What follows belongs to an exercise in optimizing a design on an open flow for small area; a production flow would make more cautious choices.
At most, simulation tests tie the RTL to the original design; equivalence was not proved.
Power is estimated from default activity; no workload was simulated.

== cedar ==
==> flow/design.v (excerpt) <==
module trfu (
    input  wire        clk,
    input  wire        rst,        
    input  wire        line_in,    
    output wire        line_out,   
    output wire        line_oe,    
    input  wire [15:0] addr,
    input  wire [7:0]  wdata,
    input  wire        we,
    input  wire        re,
    output reg  [7:0]  rdata,
    output wire        exit_app
);
clock: 10.0 ns
lec_check: 0
cap_margin: 20
core_margin: 2
core_utilization: 40
slew_margin: 20
synth_hierarchical: 1
standard.sh (not shown) runs the stock make flow with config.mk's settings and CLKGATE_MAP_FILE= SYNTH_SCRIPT=/design/flow/synth_recipe.tcl, a recipe that flattens the netlist after the stock synthesis.
==> flow/flow/run.sh <==
#!/bin/bash
# Layout: the standard flow (standard.sh, all ORFS steps, standard
# synthesis) with two settings passed through ORFS's own variables:
#  - the port buffers that global placement adds are buf_1 cells;
#  - clock tree synthesis clusters up to 25 sinks within 100 um per leaf
#    buffer and inserts no dummy loads.
# The whole make output goes to standard.log in this folder; ORFS keeps
# each step's own log under orfs/logs/.
set -euo pipefail
export BUFFER_PORTS_ARGS="-buffer_cell sky130_fd_sc_hd__buf_1"
export CTS_ARGS="-sink_clustering_enable -repair_clock_nets -dont_use_dummy_load -sink_clustering_size 25 -sink_clustering_max_diameter 100"
bash standard.sh > standard.log 2>&1
cedar reached the final stage; the timing, DRC and antenna checks on its layout passed.
The inputs of sierra differ from those of cedar as listed below.
Settings: an added CTS_CLUSTER_DIAMETER of 100; an added CTS_CLUSTER_SIZE of 25.
==> flow/run.sh (new file) <==
#!/bin/bash
# synth_recipe.tcl (not shown) runs the flow's synth.tcl, then flattens the netlist and writes it again
# the make line also repeats each setting of config.mk as NAME=value (left out here)
make -C /OpenROAD-flow-scripts/flow DESIGN_CONFIG=/design/flow/config.mk WORK_HOME=/design/flow/orfs CLKGATE_MAP_FILE= SYNTH_SCRIPT=/design/flow/synth_recipe.tcl finish
removed: flow/flow/run.sh
removed: flow/standard.sh
Notes after the runs:
sierra against cedar: placed instance count went up by about 0.4%, portion of the clock cycle consumed by the worst path in the final layout level. Non-clock buffer count grows by more than 10% when moving from cedar to sierra. ~same clock-pin slew of the registers on the worst-case setup and hold paths in sierra and cedar. sierra: no failed stages, no open violations at the end. Route | sierra vs cedar | wire shorter in sierra. Delta (sierra minus cedar): die outline width stayed essentially flat; minimum period implied by the final worst setup slack rose by 0.0061 ns; wire length of the first global-routing pass fell by 440 um; setup slack fell by 0.0061 ns.

---

trfu, a different RTL version from the one above (not shown whole).
Size: ~670 flip-flops, roughly 40 I/O pins, ~27000 µm² of cells after synthesis.
Settings: LEC_CHECK=0, CAP_MARGIN=0, CORE_MARGIN=2, CORE_UTILIZATION=40, CTS_BUF_LIST=sky130_fd_sc_hd__clkbuf_8, CTS_CLUSTER_SIZE=20, SLEW_MARGIN=0, SYNTH_HIERARCHICAL=1; clock period 10.0 ns.
run.sh (not shown) runs the stock make flow with config.mk's settings and CLKGATE_MAP_FILE= SYNTH_SCRIPT=/design/flow/synth_recipe.tcl, a recipe that flattens the netlist after the stock synthesis.
Stock flow here: none of the scripts above is used.
The baseline completed with no timing, DRC or antenna violations.
Change:
- CAP_MARGIN: 0 -> 20
- CTS_BUF_LIST: sky130_fd_sc_hd__clkbuf_8 -> unset
- CTS_CLUSTER_DIAMETER: unset -> 100
- CTS_CLUSTER_SIZE: 20 -> 30
- SLEW_MARGIN: 0 -> 20
Synthesized cell count does not change.
Clock power came out lower by 41%.
Total power decreases by 18%.
Worst setup slack is better by 0.076 ns.
Die area does not change.
No functional check of the RTL was part of any run of this note.

---

== run A ==
Another version of the RTL of trfu (not shown whole).
Size in the first run: about 670 flip-flops, roughly 40 I/O pins, about 27,000 um^2 of cells after synthesis.
==> flow/config.mk <==
export PLATFORM = sky130hd
export DESIGN_NAME = trfu
export DESIGN_NICKNAME = trfu
export VERILOG_FILES = /design/flow/design.v
export SDC_FILE = /design/flow/constraint.sdc
export NUM_CORES = 4
export LEC_CHECK = 0
export CAP_MARGIN = 20
export CORE_MARGIN = 2
export CORE_UTILIZATION = 40
export GPL_TIMING_DRIVEN = 0
export SLEW_MARGIN = 20
export SYNTH_HIERARCHICAL = 1
==> flow/constraint.sdc <==
create_clock -name core_clock -period 10.0 [get_ports {clk}]
set_input_delay 2.0000 -clock core_clock [delete_from_list [all_inputs] [get_ports {clk}]]
set_output_delay 2.0000 -clock core_clock [all_outputs]
set_load 0.01 [all_outputs]
standard.sh (not shown) runs the stock make flow with config.mk's settings and CLKGATE_MAP_FILE= SYNTH_SCRIPT=/design/flow/synth_recipe.tcl, a recipe that flattens the netlist after the stock synthesis.
==> flow/flow/run.sh <==
#!/bin/bash
# Layout: the standard flow (standard.sh, all ORFS steps, standard
# synthesis) with two settings passed through ORFS's own variables:
#  - the port buffers that global placement adds are buf_1 cells;
#  - clock tree synthesis clusters up to 25 sinks within 100 um per leaf
#    buffer and inserts no dummy loads.
# The whole make output goes to standard.log in this folder; ORFS keeps
# each step's own log under orfs/logs/.
set -euo pipefail
export BUFFER_PORTS_ARGS="-buffer_cell sky130_fd_sc_hd__buf_1"
export CTS_ARGS="-sink_clustering_enable -repair_clock_nets -dont_use_dummy_load -sink_clustering_size 25 -sink_clustering_max_diameter 100"
bash standard.sh > standard.log 2>&1
Run A finished every step from synthesis to the final layout, and the layout passed the timing, DRC and antenna checks.
What run B does differently from run A at the input level:
- a deleted GPL_TIMING_DRIVEN that had been 0
- an added CTS_CLUSTER_DIAMETER of 100
- an added CTS_CLUSTER_SIZE of 25
- a change of CORE_UTILIZATION from 40 to 55
==> flow/run.sh (new file) <==
#!/bin/bash
# synth_recipe.tcl (not shown) runs the flow's synth.tcl, then flattens the netlist and writes it again
# the make line also repeats each setting of config.mk as NAME=value (left out here)
make -C /OpenROAD-flow-scripts/flow DESIGN_CONFIG=/design/flow/config.mk WORK_HOME=/design/flow/orfs CLKGATE_MAP_FILE= SYNTH_SCRIPT=/design/flow/synth_recipe.tcl finish
removed: flow/flow/run.sh
removed: flow/standard.sh
[summary]
The CTS clock-pin slew for the worst setup and hold paths of run A and that of run B are within noise of each other. Run B and run A all finish clean. Run B: area added between synthesis and finish is 1.5 points lower than what run A reported. Comparing run B and run A, the lower proportion of cell area occupied by registers is on run A. Run B vs run A, number of post-CTS setup repair buffers went down by 2. For run A, the capturing instance or port of the critical path was rdata[2], unlike run B, where it was rdata[7]. Compared with run A, the router placed fewer vias in run B. Aggregate routed wire length shrinks by more than 10% when moving from run A to run B.
For run C, these inputs were changed with respect to run B:
- changing CORE_UTILIZATION from 55 to 70
[summary]
Run C ends up with lower full die area than run B does.
There was hardly any difference in total power between run B and run C.
There was hardly any difference in final instance area between run C and run B.
Count of clock-buffer cells in the layout, run C vs run B: down by a few percent
Run C vs run B: non-clock buffer total of the final layout up
Global-route usage ended up 8.9 points higher on run C than on run B.
Compared to run B, the routing of run C uses more wire.
Run C vs run B: final setup slack of the worst path up
Run C does worse than run B on worst voltage drop across the vdd grid.
No functional check of the RTL was part of any run of this note.

---

trfu, a different RTL version from the one above (not shown whole).
Size: ~40 I/O pins.
make LEC_CHECK=0 CAP_MARGIN=20 CORE_MARGIN=2 CORE_UTILIZATION=60 CTS_CLUSTER_DIAMETER=100 CTS_CLUSTER_SIZE=25 SLEW_MARGIN=20 SYNTH_HIERARCHICAL=1 finish   # period 10.0 ns
run.sh (not shown) runs the stock make flow with config.mk's settings and CLKGATE_MAP_FILE= SYNTH_SCRIPT=/design/flow/synth_recipe.tcl, a recipe that flattens the netlist after the stock synthesis.
Stock flow here: none of the scripts above is used.
Then changed:
Settings changed: CORE_UTILIZATION 60 to 70.
Result: The changed run finished with timing, DRC and antenna clean; die area is lower by 14%; setup slack is worse by 0.072 ns; total power is higher by 0.97%; global-route usage is higher by 9.8 points.

==> re-timing with driven ports <==
Ports are ideal in the flow. The routed layouts listed here were re-timed in OpenROAD.
Step 1 (the two cells are an assumption about what drives the block):
set clk [get_ports {clk}]
set_driving_cell -lib_cell sky130_fd_sc_hd__clkbuf_16 $clk
set_driving_cell -lib_cell sky130_fd_sc_hd__buf_2 [delete_from_list [all_inputs] $clk]
Step 2 moves the port delays by t, midway between the first and last clock arrival at a register: inputs arrive t later, outputs are due t later. That takes back most of the time a late clock gives input paths.
Slacks: ideal ports / drivers / drivers and shift; pairs: ideal ports / drivers.
| run | shift t [ns] | setup slack, ns | worst hold slack (ns) | clock arrival spread, ns | cell pins on the clock port's net |
|---|---|---|---|---|---|
| cedar | 0.625 | 0.279 / 0.213 / 0.631 | 0.334 / 0.334 / 0.334 | 0.075 / 0.075 | 1 |
| sierra | 0.647 | 0.273 / 0.224 / 0.238 | 0.353 / 0.353 / 0.353 | 0.020 / 0.020 | 1 |
| the first run of note 2 | 0.784 | 0.140 / 0.112 / 0.115 | 0.319 / 0.319 / 0.319 | 0.059 / 0.060 | 1 |
| the second run of note 2 | 0.704 | 0.216 / 0.157 / 0.263 | 0.340 / 0.340 / 0.340 | 0.078 / 0.079 | 1 |
| run A | 0.627 | 0.247 / 0.180 / 0.296 | 0.333 / 0.333 / 0.333 | 0.071 / 0.071 | 1 |
| run B | 0.690 | 0.151 / 0.125 / 0.125 | 0.343 / 0.343 / 0.343 | 0.029 / 0.029 | 1 |
| run C | 0.695 | 0.257 / 0.197 / 0.254 | 0.348 / 0.348 / 0.348 | 0.029 / 0.030 | 1 |
| the first run of note 4 | 0.684 | 0.261 / 0.201 / 0.303 | 0.346 / 0.346 / 0.346 | 0.026 / 0.026 | 1 |
| the second run of note 4 | 0.704 | 0.189 / 0.127 / 0.221 | 0.354 / 0.354 / 0.354 | 0.029 / 0.029 | 1 |
After both steps every run listed still meets setup and hold. The setup slack of sierra, which loses most, moves by -0.049 ns with the drivers and by -0.035 ns with both steps.
